From an optimization exercise on the open Yosys and OpenROAD flow, aimed at small area, a short achievable clock period and few clock cycles per item; shortcuts taken in it are not production practice.
The RTL was checked by simulation tests, not by an equivalence proof against the original design.
Power is estimated from default activity; no workload was simulated.

<file path="design/flow/run.sh">
#!/bin/bash
# synth_recipe.tcl (not shown) runs the flow's synth.tcl, then flattens the netlist and writes it again
# the make line also repeats each setting of config.mk as NAME=value (left out here)
make -C /OpenROAD-flow-scripts/flow DESIGN_CONFIG=/design/flow/config.mk WORK_HOME=/design/flow/orfs CLKGATE_MAP_FILE= SYNTH_SCRIPT=/design/flow/synth_recipe.tcl finish
</file>
<file path="design/flow/config.mk">
export PLATFORM = sky130hd
export DESIGN_NAME = fx25_kiss_enc
export DESIGN_NICKNAME = fx25_kiss_enc
export VERILOG_FILES = /design/flow/design.v
export SDC_FILE = /design/flow/constraint.sdc
export NUM_CORES = 4
export LEC_CHECK = 0
export CAP_MARGIN = 20
export CORE_MARGIN = 2
export CORE_UTILIZATION = 40
export SLEW_MARGIN = 20
</file>
<file path="design/flow/constraint.sdc">
create_clock -name core_clock -period 5.0 [get_ports {clk}]
set_input_delay 1.0000 -clock core_clock [delete_from_list [all_inputs] [get_ports {clk}]]
set_output_delay 1.0000 -clock core_clock [all_outputs]
set_load 0.01 [all_outputs]
</file>
<file path="design/flow/design.v">
module crc16_ccitt (
    input  wire        clk,
    input  wire        init,    
    input  wire        en,      
    input  wire [7:0]  data_in,
    output reg  [15:0] crc
);
    function [15:0] crc_byte;
        input [15:0] c;
        input [7:0]  b;
        integer k;
        reg [15:0] r;
        begin
            r = c ^ {b, 8'h00};
            for (k = 0; k < 8; k = k + 1)
                r = r[15] ? ((r << 1) ^ 16'h1021) : (r << 1);
            crc_byte = r;
        end
    endfunction
    always @(posedge clk) begin
        if (init)
            crc <= 16'hFFFF;
        else if (en)
            crc <= crc_byte(crc, data_in);
    end
endmodule
module rs_enc_255_223 (
    input  wire       clk,
    input  wire       clear,
    input  wire       en,
    input  wire       shift,
    input  wire [7:0] data_in,
    output wire [7:0] par_out
);
    function [7:0] gen_coef;
        input integer k;
        begin
            case (k)
                0:  gen_coef = 8'h01;  1:  gen_coef = 8'h5B;  2:  gen_coef = 8'h7F;
                3:  gen_coef = 8'h56;  4:  gen_coef = 8'h10;  5:  gen_coef = 8'h1E;
                6:  gen_coef = 8'h0D;  7:  gen_coef = 8'hEB;  8:  gen_coef = 8'h61;
                9:  gen_coef = 8'hA5;  10: gen_coef = 8'h08;  11: gen_coef = 8'h2A;
                12: gen_coef = 8'h36;  13: gen_coef = 8'h56;  14: gen_coef = 8'hAB;
                15: gen_coef = 8'h20;  16: gen_coef = 8'h71;  17: gen_coef = 8'h20;
                18: gen_coef = 8'hAB;  19: gen_coef = 8'h56;  20: gen_coef = 8'h36;
                21: gen_coef = 8'h2A;  22: gen_coef = 8'h08;  23: gen_coef = 8'hA5;
                24: gen_coef = 8'h61;  25: gen_coef = 8'hEB;  26: gen_coef = 8'h0D;
                27: gen_coef = 8'h1E;  28: gen_coef = 8'h10;  29: gen_coef = 8'h56;
                30: gen_coef = 8'h7F;  31: gen_coef = 8'h5B;
                default: gen_coef = 8'h01;
            endcase
        end
    endfunction
    function [7:0] gf_mul;
        input [7:0] a;
        input [7:0] b;
        integer k;
        reg [7:0] r;
        begin
            r = 8'h00;
            for (k = 7; k >= 0; k = k - 1) begin
                r = r[7] ? ((r << 1) ^ 8'h87) : (r << 1);
                if (b[k])
                    r = r ^ a;
            end
            gf_mul = r;
        end
    endfunction
    reg  [7:0] par [0:31];    
    wire [7:0] fb = data_in ^ par[0];
    assign par_out = par[0];
    integer j;
    always @(posedge clk) begin
        if (clear) begin
            for (j = 0; j < 32; j = j + 1)
                par[j] <= 8'h00;
        end else if (en) begin
            if (shift) begin
                for (j = 0; j < 31; j = j + 1)
                    par[j] <= par[j+1];
                par[31] <= 8'h00;
            end else begin
                for (j = 0; j < 31; j = j + 1)
                    par[j] <= par[j+1] ^ gf_mul(fb, gen_coef(31 - j));
                par[31] <= gf_mul(fb, gen_coef(0));
            end
        end
    end
endmodule
module fx25_kiss_enc (
    input  wire        clk,
    input  wire        rst,
    input  wire        chunk_valid,
    output wire        chunk_ready,
    input  wire [7:0]  chunk_len,
    input  wire [47:0] dst_call,      
    input  wire [3:0]  dst_ssid,
    input  wire [47:0] src_call,      
    input  wire [3:0]  src_ssid,
    input  wire        in_valid,
    output wire        in_ready,
    input  wire [7:0]  in_data,
    output reg         out_valid,
    input  wire        out_ready,
    output reg  [7:0]  out_data,
    output reg         out_last,
    output reg  [15:0] skip_count
);
    localparam [3:0] P_IDLE  = 4'd0,
                     P_FEND0 = 4'd1,
                     P_CMD   = 4'd2,
                     P_TAG   = 4'd3,
                     P_HDR   = 4'd4,
                     P_CTL   = 4'd5,
                     P_PID   = 4'd6,
                     P_PAY   = 4'd7,
                     P_FCS0  = 4'd8,
                     P_FCS1  = 4'd9,
                     P_PAD   = 4'd10,
                     P_PAR   = 4'd11,
                     P_FEND1 = 4'd12;
    localparam [7:0] FEND = 8'hC0, FESC = 8'hDB, TFEND = 8'hDC, TFESC = 8'hDD;
    localparam [7:0] MAX_PAYLOAD = 8'd150;
    reg [3:0]  phase;
    reg [7:0]  idx;         
    reg [7:0]  dcount;      
    reg [7:0]  len_r;
    reg [47:0] dst_call_r, src_call_r;
    reg [3:0]  dst_ssid_r, src_ssid_r;
    reg        esc_pend;
    reg [7:0]  esc_byte;
    wire [15:0] crc;
    wire [7:0]  par_out;
    function [7:0] tag_byte;
        input [2:0] i;
        begin
            case (i)
                3'd0: tag_byte = 8'hCC;  3'd1: tag_byte = 8'h8F;
                3'd2: tag_byte = 8'h8A;  3'd3: tag_byte = 8'hE4;
                3'd4: tag_byte = 8'h85;  3'd5: tag_byte = 8'hE2;
                3'd6: tag_byte = 8'h98;  default: tag_byte = 8'h01;
            endcase
        end
    endfunction
    reg [7:0] hdr_byte;
    always @(*) begin
        case (idx[3:0])
            4'd0:  hdr_byte = {dst_call_r[46:40], 1'b0};
            4'd1:  hdr_byte = {dst_call_r[38:32], 1'b0};
            4'd2:  hdr_byte = {dst_call_r[30:24], 1'b0};
            4'd3:  hdr_byte = {dst_call_r[22:16], 1'b0};
            4'd4:  hdr_byte = {dst_call_r[14:8],  1'b0};
            4'd5:  hdr_byte = {dst_call_r[6:0],   1'b0};
            4'd6:  hdr_byte = {3'b011, dst_ssid_r, 1'b0};
            4'd7:  hdr_byte = {src_call_r[46:40], 1'b0};
            4'd8:  hdr_byte = {src_call_r[38:32], 1'b0};
            4'd9:  hdr_byte = {src_call_r[30:24], 1'b0};
            4'd10: hdr_byte = {src_call_r[22:16], 1'b0};
            4'd11: hdr_byte = {src_call_r[14:8],  1'b0};
            4'd12: hdr_byte = {src_call_r[6:0],   1'b0};
            default: hdr_byte = {3'b011, src_ssid_r, 1'b1};
        endcase
    end
    reg [7:0] cur;
    always @(*) begin
        case (phase)
            P_FEND0: cur = FEND;
            P_CMD:   cur = 8'h00;
            P_TAG:   cur = tag_byte(idx[2:0]);
            P_HDR:   cur = hdr_byte;
            P_CTL:   cur = 8'h03;
            P_PID:   cur = 8'hF0;
            P_PAY:   cur = in_data;
            P_FCS0:  cur = ~crc[7:0];
            P_FCS1:  cur = ~crc[15:8];
            P_PAD:   cur = 8'h00;
            P_PAR:   cur = par_out;
            P_FEND1: cur = FEND;
            default: cur = 8'h00;
        endcase
    end
    wire advance   = !out_valid || out_ready;           
    wire in_frame  = (phase != P_IDLE);
    wire cur_avail = (phase != P_PAY) || in_valid;
    wire step      = advance && !esc_pend && in_frame && cur_avail;
    wire in_cw     = (phase >= P_TAG) && (phase <= P_PAR);    
    wire to_crc    = (phase >= P_HDR) && (phase <= P_PAY);
    wire to_rs     = (phase >= P_HDR) && (phase <= P_PAR);
    wire needs_esc = in_cw && ((cur == FEND) || (cur == FESC));
    assign chunk_ready = (phase == P_IDLE);
    assign in_ready    = (phase == P_PAY) && advance && !esc_pend;
    wire accept = chunk_valid && chunk_ready;
    wire start  = accept && (chunk_len <= MAX_PAYLOAD);
    crc16_ccitt u_crc (
        .clk     (clk),
        .init    (start),
        .en      (step && to_crc),
        .data_in (cur),
        .crc     (crc)
    );
    rs_enc_255_223 u_rs (
        .clk     (clk),
        .clear   (start),
        .en      (step && to_rs),
        .shift   (phase == P_PAR),
        .data_in (cur),
        .par_out (par_out)
    );
    always @(posedge clk) begin
        if (rst) begin
            phase      <= P_IDLE;
            idx        <= 8'd0;
            dcount     <= 8'd0;
            esc_pend   <= 1'b0;
            out_valid  <= 1'b0;
            skip_count <= 16'd0;
        end else begin
            if (accept) begin
                if (start) begin
                    len_r      <= chunk_len;
                    dst_call_r <= dst_call;
                    dst_ssid_r <= dst_ssid;
                    src_call_r <= src_call;
                    src_ssid_r <= src_ssid;
                    phase      <= P_FEND0;
                    idx        <= 8'd0;
                    dcount     <= 8'd0;
                end else if (skip_count != 16'hFFFF) begin
                    skip_count <= skip_count + 16'd1;
                end
            end
            if (advance) begin
                if (esc_pend) begin
                    out_valid <= 1'b1;
                    out_data  <= esc_byte;
                    out_last  <= 1'b0;
                    esc_pend  <= 1'b0;
                end else if (step) begin
                    out_valid <= 1'b1;
                    out_data  <= needs_esc ? FESC : cur;
                    out_last  <= (phase == P_FEND1);
                    esc_pend  <= needs_esc;
                    esc_byte  <= (cur == FEND) ? TFEND : TFESC;
                end else begin
                    out_valid <= 1'b0;
                end
            end
            if (step) begin
                if (to_rs)
                    dcount <= dcount + 8'd1;
                idx <= idx + 8'd1;
                case (phase)
                    P_FEND0: phase <= P_CMD;
                    P_CMD:   begin phase <= P_TAG; idx <= 8'd0; end
                    P_TAG:   if (idx == 8'd7)  begin phase <= P_HDR; idx <= 8'd0; end
                    P_HDR:   if (idx == 8'd13) phase <= P_CTL;
                    P_CTL:   phase <= P_PID;
                    P_PID:   begin
                                 idx <= 8'd0;
                                 phase <= (len_r == 8'd0) ? P_FCS0 : P_PAY;
                             end
                    P_PAY:   if (idx == len_r - 8'd1) phase <= P_FCS0;
                    P_FCS0:  phase <= P_FCS1;
                    P_FCS1:  phase <= P_PAD;
                    P_PAD:   if (dcount == 8'd222) begin phase <= P_PAR; idx <= 8'd0; end
                    P_PAR:   if (idx == 8'd31) phase <= P_FEND1;
                    P_FEND1: phase <= P_IDLE;
                    default: phase <= P_IDLE;
                endcase
            end
        end
    end
endmodule
</file>
==> impl_results.md <==
- Status: finished clean
- Largest family of logic cells by synthesized area: XOR/XNOR gates
- Max Clock Skew: 0.0355 ns
- Syn Area/Cell: 9.91 um^2
- Ant. Diodes: 0
- Synth Area in Adders: 0.00847
- Postcts setup bufs: 0
- Clk sinks: 420
- Final Hold Viols: 0
- Max H-tree Level: 2
- First-pass GRT wire length: 82.3 mm
- R2R setup slack: 0.41 ns
- #FFs+latches synth: 420
- CP bufs+invs: 2
- Hold_sp: u_rs.par[31][3]
- Nets@finish: 2324
- # rows: 83
- Max stage delay on crit path: 0.64 ns
- Via count: 15300
- Total CTS buffers: 47
- Starting DRC count in detailed routing: 1067
- Layout cell share with drive strength beyond 1: 0.0942
- I/O Pins: 153
- Hold_buf cts: 0
- Arrival @ worst endpoint: 5.02 ns
- Max-capacitance violation count: 0
- Max Clk Rate: 218 MHz
- Multi-input gate area: 10500 um^2
- Clock latency on the worst-skew pair: 0.59 ns
- R2R Path End: u_rs.par[1][6]
- Dpl cell area: 23000 um^2
- Post-Layout Inst Area: 24500 um^2
- Mapped cell area: 20700 um^2
- Critical Path Start Type: flip-flop
- RSZ-0062 raised after global routing: no
- Initial antenna violation count: 1
- CP max-delay cell: or4_1
- Starting density of the core: 0.404
- Hold crit path type: reg -> reg
- Library cells used by synthesis: 85
- Final ANT Viol Nets: 0
- Max-slew violations: 0
- Hold Path Depth: 2
- Hold EP: u_rs.par[31][3]
- Vias per cell: 5.27
- CP dominant cell by count: xnor3_1
- Syn Nets: 2225
- Syn-to-layout area delta: 18.5%
- Worst path top cell family by delay: XOR/XNOR gates
- Slew HR: 0.362
- Detailed Place HPWL: 35.1 mm
- WS Path Type: reg -> reg
- Setup violators final: 0
- Filler cell count: 4732
- Number of synthesized flops with an enable pin: 110
- Die area: 53500 um^2
- Die H: 231 um
- Avg WL per Cell: 17.6 um
- Synth Instances: 2086
- Seq/Total Area, Yosys: 0.460
- Period Utilization, post-route: 0.918
- Chip width: 231 um
- Worst reg-to-reg path cell count: 13
- Final Util: 0.479
- Number of global-route vias before repair: 14900
- Ys Warns: 4
- Placer congestion estimate: 0.874
- Congestion Overflow GR: 0
- Leak: 8.25 nW
- Setup tns final: 0 ns
- FF-to-FF Start: idx[0]
- Complex-gate fraction of the synthesized area: 0.168
- Routed WL: 51.1 mm
- Total GRT Usage: 0.192
- Multiplexer share of the synthesized area: 0.0123
- Required @ worst endpoint: 5.43 ns
- Tightest Pin Transition: 0.954 ns
- Initial DRT Pass Iterations: 5
- Clk pin slew, worst setup/hold paths: 0.06 ns
- Clk buf depth: 3
- Post-synth ARST share: 0
- Core area: 51200 um^2
- Post-synthesis simple-gate area fraction: 0.114
- TritonCTS clock tree: done
- Crit-path cells: inv_1 -> ha_1 -> or4_1 -> o211a_1 -> o211ai_1 -> o21ai_0 -> a211oi_4 -> buf_4 -> xnor3_1 -> xnor3_1 -> and2_2 -> xnor2_1 -> a21oi_1
- Critical path endpoint category: flip-flop
- Largest net degree at the start of global routing: 122
- FF+latch area: 9510 um^2
- Number of I/O port buffers: 140
- Final Critical Period: 4.59 ns
- XOR/XNOR share of the synthesized area: 0.202
- Post-CTS sizing: 0
- # DRC: 0
- CTS Root Cell: clkbuf_16
- Synth Flop Type: dfxtp_1
- Peak supply drop: 0.000231 V
- Pwr Density: 319 nW/um^2
- Crit path max fanout: 14
-- how the worst max path moves through the flow --
| stage | from | end | depth (start not counted) |
|---|---|---|---|
| after CTS | idx[0] | u_rs.par[1][6] | 14 |
| after global routing | idx[0] | u_rs.par[1][6] | 14 |
| after floorplan | idx[0] | u_rs.par[1][5] | 15 |
| final | idx[0] | u_rs.par[1][6] | 13 |
| after global placement | in_data[5] | u_rs.par[11][2] | 11 |
| after detailed placement | in_data[5] | u_rs.par[11][2] | 11 |
-- power breakdown --
part / internal [mW] / switching [mW] / total, mW
Combinational: 0.402 / 0.484 / 0.886
Clock: 1.95 / 1.43 / 3.38
Sequential: 3.53 / 0.0175 / 3.55
Total: 5.88 / 1.93 / 7.81
-- per-layer routing --
metal / routed length [um] / GRT usage / vias to the layer above / part of all wire
met5: 13 / 0 / - / 0.00025
met4: 1350 / 0.0589 / 2 / 0.026
met3: 2290 / 0.0314 / 86 / 0.045
met2: 23400 / 0.306 / 310 / 0.46
met1: 24000 / 0.266 / 7318 / 0.47
li1: - / - / 7576 / -
-- flip-flops by register name, summed over array words and instances, names as in the netlist, 8 cells and up --
name	flops
len_r	8
dst_call_r	42
u_crc.crc	16
src_call_r	42
out_data	8
dcount	8
u_rs.par	256
skip_count	16
idx	8
-- cell usage after synthesis, types with 15 or more instances --
library cell / count / area share
dfxtp_1: 310 / 0.30
nor2_1: 270 / 0.049
xnor2_1: 251 / 0.11
a211oi_1: 158 / 0.057
a21oi_1: 133 / 0.032
o21ai_0: 126 / 0.030
clkbuf_1: 114 / 0.021
edfxtp_1: 110 / 0.16
xor2_1: 105 / 0.044
nand2_1: 93 / 0.017
nand3_1: 27 / 0.0065
xnor3_1: 24 / 0.026
buf_2: 21 / 0.0051
nor3_1: 21 / 0.0051
a22oi_1: 19 / 0.0069
o211ai_1: 18 / 0.0065
inv_1: 15 / 0.0027
-- per-stage QoR --
stage / worst slack, ns / power, mW / hold WS [ns] / std cells
final: 0.409 / 7.81 / 0.469 / 2899
after global routing: 0.169 / 8.11 / 0.490 / 2899
after CTS: 0.457 / 7.89 / 0.468 / 2899
after detailed placement: 0.369 / 4.51 / 0.461 / 2816
after global placement: 0.404 / 4.50 / 0.455 / 2816
after floorplan: 0.988 / 4.19 / 0.443 / 2086
-- cells by family (layout without fill, tap and decap cells) --
family | Yosys count | count (layout)
fa+ha+maj | 14 | 14
compound gates | 531 | 531
xor+xnor | 405 | 405
mux | 23 | 23
flops | 420 | 420
simple gates | 521 | 521
buf+inv | 172 | 305
-- worst min-delay path, cell delays in order, from the launching register on --
cell and delay, ns:
dfxtp_1 0.31, nand2_1 0.05, a21oi_1 0.05
-- cell type report --
cell class / count / share of cell area
Multi-Input combinational cell: 1494 / 0.428
Sequential cell: 420 / 0.388
Timing Repair Buffer: 206 / 0.0861
Clock buffer: 65 / 0.0520
Tap cell: 680 / 0.0347
Clock inverter: 18 / 0.00878
Inverter: 16 / 0.00245
-- cell usage in the layout, fill, tap and decap left out, types with 11 or more instances in the layout --
cell	n
dfxtp_1	310
nor2_1	269
xnor2_1	251
a211oi_1	158
clkdlybuf4s50_1	140
a21oi_1	133
o21ai_0	126
edfxtp_1	110
xor2_1	105
nand2_1	93
buf_4	49
clkbuf_16	47
nand3_1	26
xnor3_1	24
nor3_1	20
a22oi_1	19
o211ai_1	18
buf_12	17
inv_1	15
clkbuf_1	15
ha_1	14
mux2i_1	13
and3_1	12
nand2b_1	11
Testbench counts, summed over its fixed seeds: cycles 34,308, frames 128.

[what the ideal ports hide]
No port has a modelled driver above. Below, the same layout with a new extraction and two added sets of constraints. Step 1 sets driving cells, clkbuf_16 on the clock port and buf_2 on the other inputs (assumed; they add their load-dependent delay and slew). Step 2 also shifts input and output timing later by t, the mid clock arrival at the registers, as if the neighbouring blocks saw the same clock. Three values: ideal, step 1, step 2; two values: the first two.
t, ns: 0.637
setup slack, ns: 0.409 / 0.409 / 0.327
latest minus earliest clock arrival (ns): 0.036 / 0.036
worst data-port slew with drivers (ns): 0.05
cell pins on the clock port's net: 1
After both steps setup and hold are still met in this run. The setup slack of this run moves by 0.000 ns with the drivers and by -0.082 ns with both steps.
